Context: an optimization exercise on an open-source flow, tuned for small area, a short achievable clock period and few clock cycles per item. The choices shown serve that exercise and are no tape-out recipe.
RTL that was checked went through simulation tests only; none was proved equivalent to the original.

==> v32: inputs <==
## kzg_chal
module kzg_chal (
    input  wire         clk,
    input  wire         rst,
    input  wire         in_valid,
    output wire         in_ready,
    input  wire [31:0]  in_data,
    output wire         out_valid,
    input  wire         out_ready,
    output reg          out_err,
    output reg  [11:0]  out_index,
    output wire [255:0] out_z
);
Settings: LEC_CHECK=0, CAP_MARGIN=20, CORE_MARGIN=2, CORE_UTILIZATION=65, CTS_BUF_LIST=sky130_fd_sc_hd__clkbuf_16, CTS_CLUSTER_DIAMETER=60, CTS_CLUSTER_SIZE=20, PLACE_DENSITY=0.75, SETUP_SLACK_MARGIN=5, SLEW_MARGIN=20; clock period 10.0 ns.
run.sh (not shown) runs the stock make flow with config.mk's settings and CLKGATE_MAP_FILE= SYNTH_SCRIPT=/design/flow/synth_recipe.tcl, a recipe that flattens the netlist after the stock synthesis.
==> inputs of v21, as changes to v32 <==
--- a/flow/design.v
+++ b/flow/design.v
@@ -25,46 +25,46 @@
     reg         chk;         
     reg         eq_run;
     reg  [1:0]  pass;        
     reg  [2:0]  rc;          
     reg         bor;
     reg         ge;
     reg         f_rnd, f_last, f_last_e, f_ff, f_cpy, f_slot;
     reg         host, done;
-    reg         rdy;         
+    reg  [31:0] ib;          
+    reg         ibv;         
+    reg         padph;       
+    reg         lasth;       
     reg         ov;          
     reg         first;       
     integer     i;
     wire take = ov && out_ready;
     wire init = rst || take;
     wire run  = (st == S_RUN);
     wire slot   = run && !done && f_slot;
     wire pre    = (wcnt[15:3] == 13'd0);          
-    wire accept = slot && host;           
-    assign in_ready = rdy;                
-    wire adv = run && !(accept && !in_valid);
-    wire f_slot_n = adv ? ((c >= 7'd65) || (c <= 7'd13)) : f_slot;
-    wire host_n   = (slot && adv) ? ((wcnt >= 16'd7) && (wcnt < 16'd32787)) : host;
-    wire done_n   = (slot && adv) ? (wcnt == 16'd32799) : done;
-    wire run_n    = run && !(adv && c == 7'd0 && done);
+    wire take_ib = slot && host;                  
+    assign in_ready = run && !padph && (!ibv || (take_ib && !lasth));
+    wire acc = in_valid && in_ready;
+    wire adv = run && !(take_ib && !ibv);
     reg [31:0] prefix_word;
     always @(*) begin
         case (wcnt[2:0])
             3'd0: prefix_word = 32'h4653424c;
             3'd1: prefix_word = 32'h4f425645;
             3'd2: prefix_word = 32'h52494659;
             3'd3: prefix_word = 32'h5f56315f;
             3'd7: prefix_word = 32'h00001000;
             default: prefix_word = 32'h00000000;
         endcase
     end
     wire [31:0] pad_word = (wcnt[4:0] == 5'd20) ? 32'h80000000 :
                            (wcnt[4:0] == 5'd31) ? LEN_BITS : 32'h0;
-    wire [31:0] load_word = host ? in_data : pre ? prefix_word : pad_word;
+    wire [31:0] load_word = host ? ib : pre ? prefix_word : pad_word;
     reg  [31:0] k_t;
     reg  [31:0] k_nx;
     wire [5:0]  k_idx = (c == 7'd66) ? 6'd0 : c[5:0] + 6'd1;
     always @(*) begin
         case (k_idx)
             6'd0:  k_nx = 32'h428a2f98; 6'd1:  k_nx = 32'h71374491;
             6'd2:  k_nx = 32'hb5c0fbcf; 6'd3:  k_nx = 32'he9b5dba5;
             6'd4:  k_nx = 32'h3956c25b; 6'd5:  k_nx = 32'h59f111f1;
@@ -154,23 +154,23 @@
     wire [31:0] xs  = p ^ ch ^ bsig1;
     wire [31:0] xc  = {(p[30:0] & ch[30:0]) | (p[30:0] & bsig1[30:0]) | (ch[30:0] & bsig1[30:0]), 1'b0};
     wire [31:0] ys  = bsig0 ^ maj ^ h0g;
     wire [31:0] yc  = {(bsig0[30:0] & maj[30:0]) | (bsig0[30:0] & h0g[30:0]) | (maj[30:0] & h0g[30:0]), 1'b0};
     wire [31:0] s3  = xs ^ xc ^ ys;
     wire [31:0] c3  = {(xs[30:0] & xc[30:0]) | (xs[30:0] & ys[30:0]) | (xc[30:0] & ys[30:0]), 1'b0};
     wire [31:0] s4  = s3 ^ c3 ^ yc;
     wire [31:0] c4  = {(s3[30:0] & c3[30:0]) | (s3[30:0] & yc[30:0]) | (c3[30:0] & yc[30:0]), 1'b0};
-    wire [32:0] a_add = add_sk(s4, c4, 1'b0);
+    wire [32:0] a_add = {1'b0, s4 + c4};
     wire [31:0] a_new = a_add[31:0];
     wire [31:0] s6  = d ^ h4g ^ xs;
     wire [31:0] c6  = {(d[30:0] & h4g[30:0]) | (d[30:0] & xs[30:0]) | (h4g[30:0] & xs[30:0]), 1'b0};
     wire [31:0] s7  = s6 ^ c6 ^ xc;
     wire [31:0] c7  = {(s6[30:0] & c6[30:0]) | (s6[30:0] & xc[30:0]) | (c6[30:0] & xc[30:0]), 1'b0};
-    wire [32:0] e_add = add_sk(s7, c7, 1'b0);
+    wire [32:0] e_add = {1'b0, s7 + c7};
     wire [31:0] e_new = e_add[31:0];
     wire [31:0] s8 = g ^ k_t ^ w[15];
     wire [31:0] c8 = {(g[30:0] & k_t[30:0]) | (g[30:0] & w[15][30:0]) | (k_t[30:0] & w[15][30:0]), 1'b0};
     wire [32:0] p_add = add_bk(s8, c8, 1'b0);
     wire [31:0] p_new = p_add[31:0];
     reg  [31:0] iv_a, iv_e;
     always @(*) begin
         case (c[1:0])
@@ -228,50 +228,59 @@
             3'd6: r_word = R_MOD[63:32];
             default: r_word = R_MOD[31:0];
         endcase
     end
     wire eq_before = (cpos == 3'd0) ? 1'b1 : eq_run;
     wire word_gt   = w[15] > r_word;
     wire word_eq   = w[15] == r_word;
     wire elem_bad  = eq_before && (word_gt || (word_eq && cpos == 3'd7));
-    wire blob_load = slot && host && in_valid && (wcnt < 16'd32776);
+    wire blob_load = take_ib && ibv && (wcnt < 16'd32776);
     assign out_valid = ov;
     assign out_z = {hs0, hs1, hs2, hs3, hs4, hs5, hs6, hs7};
     always @(posedge clk) begin
         if (init) begin
             st    <= S_RUN;
             c     <= 7'd65;
             wcnt  <= 16'd0;
             first <= 1'b1;
             f_rnd <= 1'b0; f_last <= 1'b0; f_last_e <= 1'b0; f_ff <= 1'b1;
             f_cpy <= 1'b1; f_slot <= 1'b0;
             host  <= 1'b0; done <= 1'b0;
-            rdy   <= 1'b0; ov <= 1'b0;
+            ov    <= 1'b0;
+            ibv   <= 1'b0;
+            padph <= 1'b0; lasth <= 1'b0;
             a <= IV[255:224];
             e <= IV[127:96];
             pass <= 2'd0;
             rc   <= 3'd0;
             bor  <= 1'b0;
             ge   <= 1'b0;
         end else begin
-            rdy <= run_n && f_slot_n && host_n && !done_n;
+            if (acc)
+                ib <= in_data;
+            if (acc)
+                ibv <= 1'b1;
+            else if (take_ib && adv)
+                ibv <= 1'b0;
             if (adv) begin
                 c <= (c == 7'd66) ? 7'd0 : c + 7'd1;
                 k_t <= k_nx;
                 f_rnd  <= (c <= 7'd63);
                 f_last <= (c == 7'd63);
                 f_last_e <= (c[5:0] == 6'd63) && !c[6];
                 f_ff   <= (c >= 7'd64);
                 f_cpy  <= (c == 7'd64);
                 f_slot <= (c >= 7'd65) || (c <= 7'd13);
                 if (slot) begin
                     wcnt <= wcnt + 16'd1;
                     host <= (wcnt >= 16'd7) && (wcnt < 16'd32787);
                     done <= (wcnt == 16'd32799);
+                    padph <= (wcnt >= 16'd32787);
+                    lasth <= (wcnt == 16'd32786);
                 end
                 if (rnd) begin
                     a <= a_new;
                     e <= e_new;
                 end
                 b  <= ff ? sum_a : a;
                 cc <= b;
                 d  <= cc;
==> flow/config.mk (replaced) <==
export PLATFORM = sky130hd
export DESIGN_NAME = kzg_chal
export DESIGN_NICKNAME = kzg_chal
export VERILOG_FILES = /design/flow/design.v
export SDC_FILE = /design/flow/constraint.sdc
export NUM_CORES = 4
export LEC_CHECK = 0
export CAP_MARGIN = 20
export CORE_MARGIN = 2
export CORE_UTILIZATION = 55
export PLACE_DENSITY = 0.7
export SETUP_SLACK_MARGIN = 5
export SLEW_MARGIN = 20
==> inputs of v10, as changes to v32 <==
--- a/flow/design.v
+++ b/flow/design.v
@@ -56,53 +56,34 @@
             3'd7: prefix_word = 32'h00001000;
             default: prefix_word = 32'h00000000;
         endcase
     end
     wire [31:0] pad_word = (wcnt[4:0] == 5'd20) ? 32'h80000000 :
                            (wcnt[4:0] == 5'd31) ? LEN_BITS : 32'h0;
     wire [31:0] load_word = host ? in_data : pre ? prefix_word : pad_word;
     reg  [31:0] k_t;
-    reg  [31:0] k_nx;
     wire [5:0]  k_idx = (c == 7'd66) ? 6'd0 : c[5:0] + 6'd1;
+    localparam [2047:0] K_TAB = {    
+        32'hc67178f2, 32'hbef9a3f7, 32'ha4506ceb, 32'h90befffa, 32'h8cc70208, 32'h84c87814, 32'h78a5636f, 32'h748f82ee,
+        32'h682e6ff3, 32'h5b9cca4f, 32'h4ed8aa4a, 32'h391c0cb3, 32'h34b0bcb5, 32'h2748774c, 32'h1e376c08, 32'h19a4c116,
+        32'h106aa070, 32'hf40e3585, 32'hd6990624, 32'hd192e819, 32'hc76c51a3, 32'hc24b8b70, 32'ha81a664b, 32'ha2bfe8a1,
+        32'h92722c85, 32'h81c2c92e, 32'h766a0abb, 32'h650a7354, 32'h53380d13, 32'h4d2c6dfc, 32'h2e1b2138, 32'h27b70a85,
+        32'h14292967, 32'h06ca6351, 32'hd5a79147, 32'hc6e00bf3, 32'hbf597fc7, 32'hb00327c8, 32'ha831c66d, 32'h983e5152,
+        32'h76f988da, 32'h5cb0a9dc, 32'h4a7484aa, 32'h2de92c6f, 32'h240ca1cc, 32'h0fc19dc6, 32'hefbe4786, 32'he49b69c1,
+        32'hc19bf174, 32'h9bdc06a7, 32'h80deb1fe, 32'h72be5d74, 32'h550c7dc3, 32'h243185be, 32'h12835b01, 32'hd807aa98,
+        32'hab1c5ed5, 32'h923f82a4, 32'h59f111f1, 32'h3956c25b, 32'he9b5dba5, 32'hb5c0fbcf, 32'h71374491, 32'h428a2f98
+    };
+    wire [63:0] k_oh = 64'd1 << k_idx;
+    reg  [31:0] k_nx;
+    integer     ki;
     always @(*) begin
-        case (k_idx)
-            6'd0:  k_nx = 32'h428a2f98; 6'd1:  k_nx = 32'h71374491;
-            6'd2:  k_nx = 32'hb5c0fbcf; 6'd3:  k_nx = 32'he9b5dba5;
-            6'd4:  k_nx = 32'h3956c25b; 6'd5:  k_nx = 32'h59f111f1;
-            6'd6:  k_nx = 32'h923f82a4; 6'd7:  k_nx = 32'hab1c5ed5;
-            6'd8:  k_nx = 32'hd807aa98; 6'd9:  k_nx = 32'h12835b01;
-            6'd10: k_nx = 32'h243185be; 6'd11: k_nx = 32'h550c7dc3;
-            6'd12: k_nx = 32'h72be5d74; 6'd13: k_nx = 32'h80deb1fe;
-            6'd14: k_nx = 32'h9bdc06a7; 6'd15: k_nx = 32'hc19bf174;
-            6'd16: k_nx = 32'he49b69c1; 6'd17: k_nx = 32'hefbe4786;
-            6'd18: k_nx = 32'h0fc19dc6; 6'd19: k_nx = 32'h240ca1cc;
-            6'd20: k_nx = 32'h2de92c6f; 6'd21: k_nx = 32'h4a7484aa;
-            6'd22: k_nx = 32'h5cb0a9dc; 6'd23: k_nx = 32'h76f988da;
-            6'd24: k_nx = 32'h983e5152; 6'd25: k_nx = 32'ha831c66d;
-            6'd26: k_nx = 32'hb00327c8; 6'd27: k_nx = 32'hbf597fc7;
-            6'd28: k_nx = 32'hc6e00bf3; 6'd29: k_nx = 32'hd5a79147;
-            6'd30: k_nx = 32'h06ca6351; 6'd31: k_nx = 32'h14292967;
-            6'd32: k_nx = 32'h27b70a85; 6'd33: k_nx = 32'h2e1b2138;
-            6'd34: k_nx = 32'h4d2c6dfc; 6'd35: k_nx = 32'h53380d13;
-            6'd36: k_nx = 32'h650a7354; 6'd37: k_nx = 32'h766a0abb;
-            6'd38: k_nx = 32'h81c2c92e; 6'd39: k_nx = 32'h92722c85;
-            6'd40: k_nx = 32'ha2bfe8a1; 6'd41: k_nx = 32'ha81a664b;
-            6'd42: k_nx = 32'hc24b8b70; 6'd43: k_nx = 32'hc76c51a3;
-            6'd44: k_nx = 32'hd192e819; 6'd45: k_nx = 32'hd6990624;
-            6'd46: k_nx = 32'hf40e3585; 6'd47: k_nx = 32'h106aa070;
-            6'd48: k_nx = 32'h19a4c116; 6'd49: k_nx = 32'h1e376c08;
-            6'd50: k_nx = 32'h2748774c; 6'd51: k_nx = 32'h34b0bcb5;
-            6'd52: k_nx = 32'h391c0cb3; 6'd53: k_nx = 32'h4ed8aa4a;
-            6'd54: k_nx = 32'h5b9cca4f; 6'd55: k_nx = 32'h682e6ff3;
-            6'd56: k_nx = 32'h748f82ee; 6'd57: k_nx = 32'h78a5636f;
-            6'd58: k_nx = 32'h84c87814; 6'd59: k_nx = 32'h8cc70208;
-            6'd60: k_nx = 32'h90befffa; 6'd61: k_nx = 32'ha4506ceb;
-            6'd62: k_nx = 32'hbef9a3f7; default: k_nx = 32'hc67178f2;
-        endcase
+        k_nx = 32'd0;
+        for (ki = 0; ki < 64; ki = ki + 1)
+            k_nx = k_nx | ({32{k_oh[ki]}} & K_TAB[ki*32 +: 32]);
     end
     function [32:0] add_sk;      
         input [31:0] x, y;
         input        cin;
         reg   [31:0] gg, pp;
         integer l, i, j;
         begin
             gg = x & y;
@@ -146,27 +127,33 @@
     wire last = f_last;
     wire ff   = f_ff;
     wire [31:0] bsig0 = {a[1:0], a[31:2]} ^ {a[12:0], a[31:13]} ^ {a[21:0], a[31:22]};
     wire [31:0] bsig1 = {e[5:0], e[31:6]} ^ {e[10:0], e[31:11]} ^ {e[24:0], e[31:25]};
     wire [31:0] ch    = (e & f) ^ (~e & g);
     wire [31:0] maj   = (a & b) ^ (a & cc) ^ (b & cc);
     wire [31:0] h0g   = last ? hs0 : 32'd0;
     wire [31:0] h4g   = f_last_e ? hs4 : 32'd0;
-    wire [31:0] xs  = p ^ ch ^ bsig1;
+    wire [31:0] e6  = {e[5:0], e[31:6]};
+    wire [31:0] e11 = {e[10:0], e[31:11]};
+    wire [31:0] e25 = {e[24:0], e[31:25]};
+    wire [31:0] a2  = {a[1:0], a[31:2]};
+    wire [31:0] a13 = {a[12:0], a[31:13]};
+    wire [31:0] a22 = {a[21:0], a[31:22]};
+    wire [31:0] xs  = (p ^ e6) ^ (ch ^ e11) ^ e25;
     wire [31:0] xc  = {(p[30:0] & ch[30:0]) | (p[30:0] & bsig1[30:0]) | (ch[30:0] & bsig1[30:0]), 1'b0};
-    wire [31:0] ys  = bsig0 ^ maj ^ h0g;
+    wire [31:0] ys  = (a2 ^ maj) ^ (a13 ^ h0g) ^ a22;
     wire [31:0] yc  = {(bsig0[30:0] & maj[30:0]) | (bsig0[30:0] & h0g[30:0]) | (maj[30:0] & h0g[30:0]), 1'b0};
-    wire [31:0] s3  = xs ^ xc ^ ys;
+    wire [31:0] s3  = (p ^ e6) ^ (ch ^ e11) ^ (e25 ^ xc) ^ ys;
     wire [31:0] c3  = {(xs[30:0] & xc[30:0]) | (xs[30:0] & ys[30:0]) | (xc[30:0] & ys[30:0]), 1'b0};
     wire [31:0] s4  = s3 ^ c3 ^ yc;
     wire [31:0] c4  = {(s3[30:0] & c3[30:0]) | (s3[30:0] & yc[30:0]) | (c3[30:0] & yc[30:0]), 1'b0};
     wire [32:0] a_add = add_sk(s4, c4, 1'b0);
     wire [31:0] a_new = a_add[31:0];
-    wire [31:0] s6  = d ^ h4g ^ xs;
+    wire [31:0] s6  = (d ^ h4g) ^ (p ^ e6) ^ (ch ^ e11) ^ e25;
     wire [31:0] c6  = {(d[30:0] & h4g[30:0]) | (d[30:0] & xs[30:0]) | (h4g[30:0] & xs[30:0]), 1'b0};
     wire [31:0] s7  = s6 ^ c6 ^ xc;
     wire [31:0] c7  = {(s6[30:0] & c6[30:0]) | (s6[30:0] & xc[30:0]) | (c6[30:0] & xc[30:0]), 1'b0};
     wire [32:0] e_add = add_sk(s7, c7, 1'b0);
     wire [31:0] e_new = e_add[31:0];
     wire [31:0] s8 = g ^ k_t ^ w[15];
     wire [31:0] c8 = {(g[30:0] & k_t[30:0]) | (g[30:0] & w[15][30:0]) | (k_t[30:0] & w[15][30:0]), 1'b0};
     wire [32:0] p_add = add_bk(s8, c8, 1'b0);
@@ -180,17 +167,17 @@
         endcase
     end
     wire [31:0] a_op1 = first ? iv_a : hs3;
     wire [31:0] a_op2 = first ? 32'd0 : d;
     wire [32:0] a_ff  = add_sk(a_op1, a_op2, 1'b0);
     wire [31:0] sum_a = a_ff[31:0];
     wire [31:0] ssig0 = {w[1][6:0], w[1][31:7]} ^ {w[1][17:0], w[1][31:18]} ^ (w[1] >> 3);
     wire [31:0] ssig1 = {w[14][16:0], w[14][31:17]} ^ {w[14][18:0], w[14][31:19]} ^ (w[14] >> 10);
-    wire [31:0] s9  = w[0] ^ w[9] ^ ssig0;
+    wire [31:0] s9  = (w[0] ^ {w[1][6:0], w[1][31:7]}) ^ (w[9] ^ {w[1][17:0], w[1][31:18]}) ^ (w[1] >> 3);
     wire [31:0] c9  = {(w[0][30:0] & w[9][30:0]) | (w[0][30:0] & ssig0[30:0]) | (w[9][30:0] & ssig0[30:0]), 1'b0};
     wire [31:0] s10 = s9 ^ c9 ^ ssig1;
     wire [31:0] c10 = {(s9[30:0] & c9[30:0]) | (s9[30:0] & ssig1[30:0]) | (c9[30:0] & ssig1[30:0]), 1'b0};
     wire [32:0] w_add  = add_sk(s10, c10, 1'b0);
     wire [31:0] w_next = w_add[31:0];
     reg [31:0] r_lo;         
     always @(*) begin
         case (rc)
==> flow/flow/run.sh (new file) <==
#!/bin/bash
# The standard layout (the standard.sh, standard synthesis and every
# ORFS step unchanged), except that buffer_ports puts a plain
# sky130_fd_sc_hd__buf_1 on every input and output port instead of the
# delay buffer it picks by default. make's full output goes to flow.log;
# ORFS keeps each tool's own log under orfs/logs/.
set -euo pipefail
export BUFFER_PORTS_ARGS="-buffer_cell sky130_fd_sc_hd__buf_1"
bash standard.sh > flow.log 2>&1
==> flow/standard.sh (new file) <==
#!/bin/bash
# synth_recipe.tcl (not shown) runs the flow's synth.tcl, then flattens the netlist and writes it again
# the make line also repeats each setting of config.mk as NAME=value (left out here)
make -C /OpenROAD-flow-scripts/flow DESIGN_CONFIG=/design/flow/config.mk WORK_HOME=/design/flow/orfs CLKGATE_MAP_FILE= SYNTH_SCRIPT=/design/flow/synth_recipe.tcl "${@:-finish}"
removed: flow/run.sh
==> qor summary <==
| item | v21 | v10 | v32 |
|---|---|---|---|
| Worst R2R Start | a[25] | f_last_e | e[27] |
| Register cell area after layout | 34470 µm² | 33420 µm² | 33440 µm² |
| Invs w/o clock | 477 | 314 | 459 |
| Via count normalized by instance count | 6.071 | 6.492 | 6.496 |
| Result of the run | complete, no violations | complete, no violations | complete, no violations |
| Multi-input gate share of total cell area | 36.73% | 40.08% | 37.48% |
| Total nets after synthesis | 5832 | 5844 | 5670 |
| Worst-path cell with the longest stage delay | sky130_fd_sc_hd__fa_1 | sky130_fd_sc_hd__o211ai_1 | sky130_fd_sc_hd__fa_1 |
| FF-to-FF End | a[30] | e[28] | a[23] |
| Clock tree buffer count of the final layout | 145 | 88 | 90 |
| Min Hold Slack | 394.8 ps | 396.6 ps | 400.1 ps |
| Post-CTS clock slew at the launch and capture registers of the worst setup and hold paths | 70 ps | 80 ps | 80 ps |
| Distinct cell type count after synthesis | 103 | 89 | 77 |
| Multi-In Gates | 3325 | 3670 | 3213 |
| Post-synthesis instance area | 63290 µm² | 62100 µm² | 61390 µm² |
| Largest net degree at the start of global routing | 197 | 174 | 182 |
Testbench counts of v32, summed over its fixed seeds: cycles 1,648,632, items 12.
Testbench counts of v10, summed over its fixed seeds: cycles 1,648,632, items 12.
Only the layout flow was run in v21; the RTL was not checked for function there.

-- re-timing with driven ports --
Ports are ideal in the flow. The routed layouts listed here were re-timed in OpenROAD. Step 1 (the two cells are an assumption about what drives the block):
set clk [get_ports {clk}]
set_driving_cell -lib_cell sky130_fd_sc_hd__clkbuf_16 $clk
set_driving_cell -lib_cell sky130_fd_sc_hd__buf_2 [delete_from_list [all_inputs] $clk]
Step 2 also shifts input and output timing later by t, the mid clock arrival at the registers, as if the neighbouring blocks saw the same clock. a / b / c = ideal / step 1 / step 2; a / b = the first two.
run | t, ns | setup slack, ns | worst setup path at the end | slew at the worst register clock pin (ns) | worst data-port slew with drivers (ns)
v32 | 0.782 | 4.994 / 4.994 / 4.467 | input to register | 0.09 / 0.09 | 0.06
v21 | 0.792 | 4.977 / 4.977 / 4.787 | input to register | 0.07 / 0.07 | 0.06
v10 | 0.762 | 4.979 / 4.979 / 4.627 | input to register | 0.09 / 0.09 | 0.04
After both steps every run listed still meets setup and hold. For v32, which loses most, drivers alone change the setup slack by 0.000 ns; drivers and shift together by -0.527 ns.
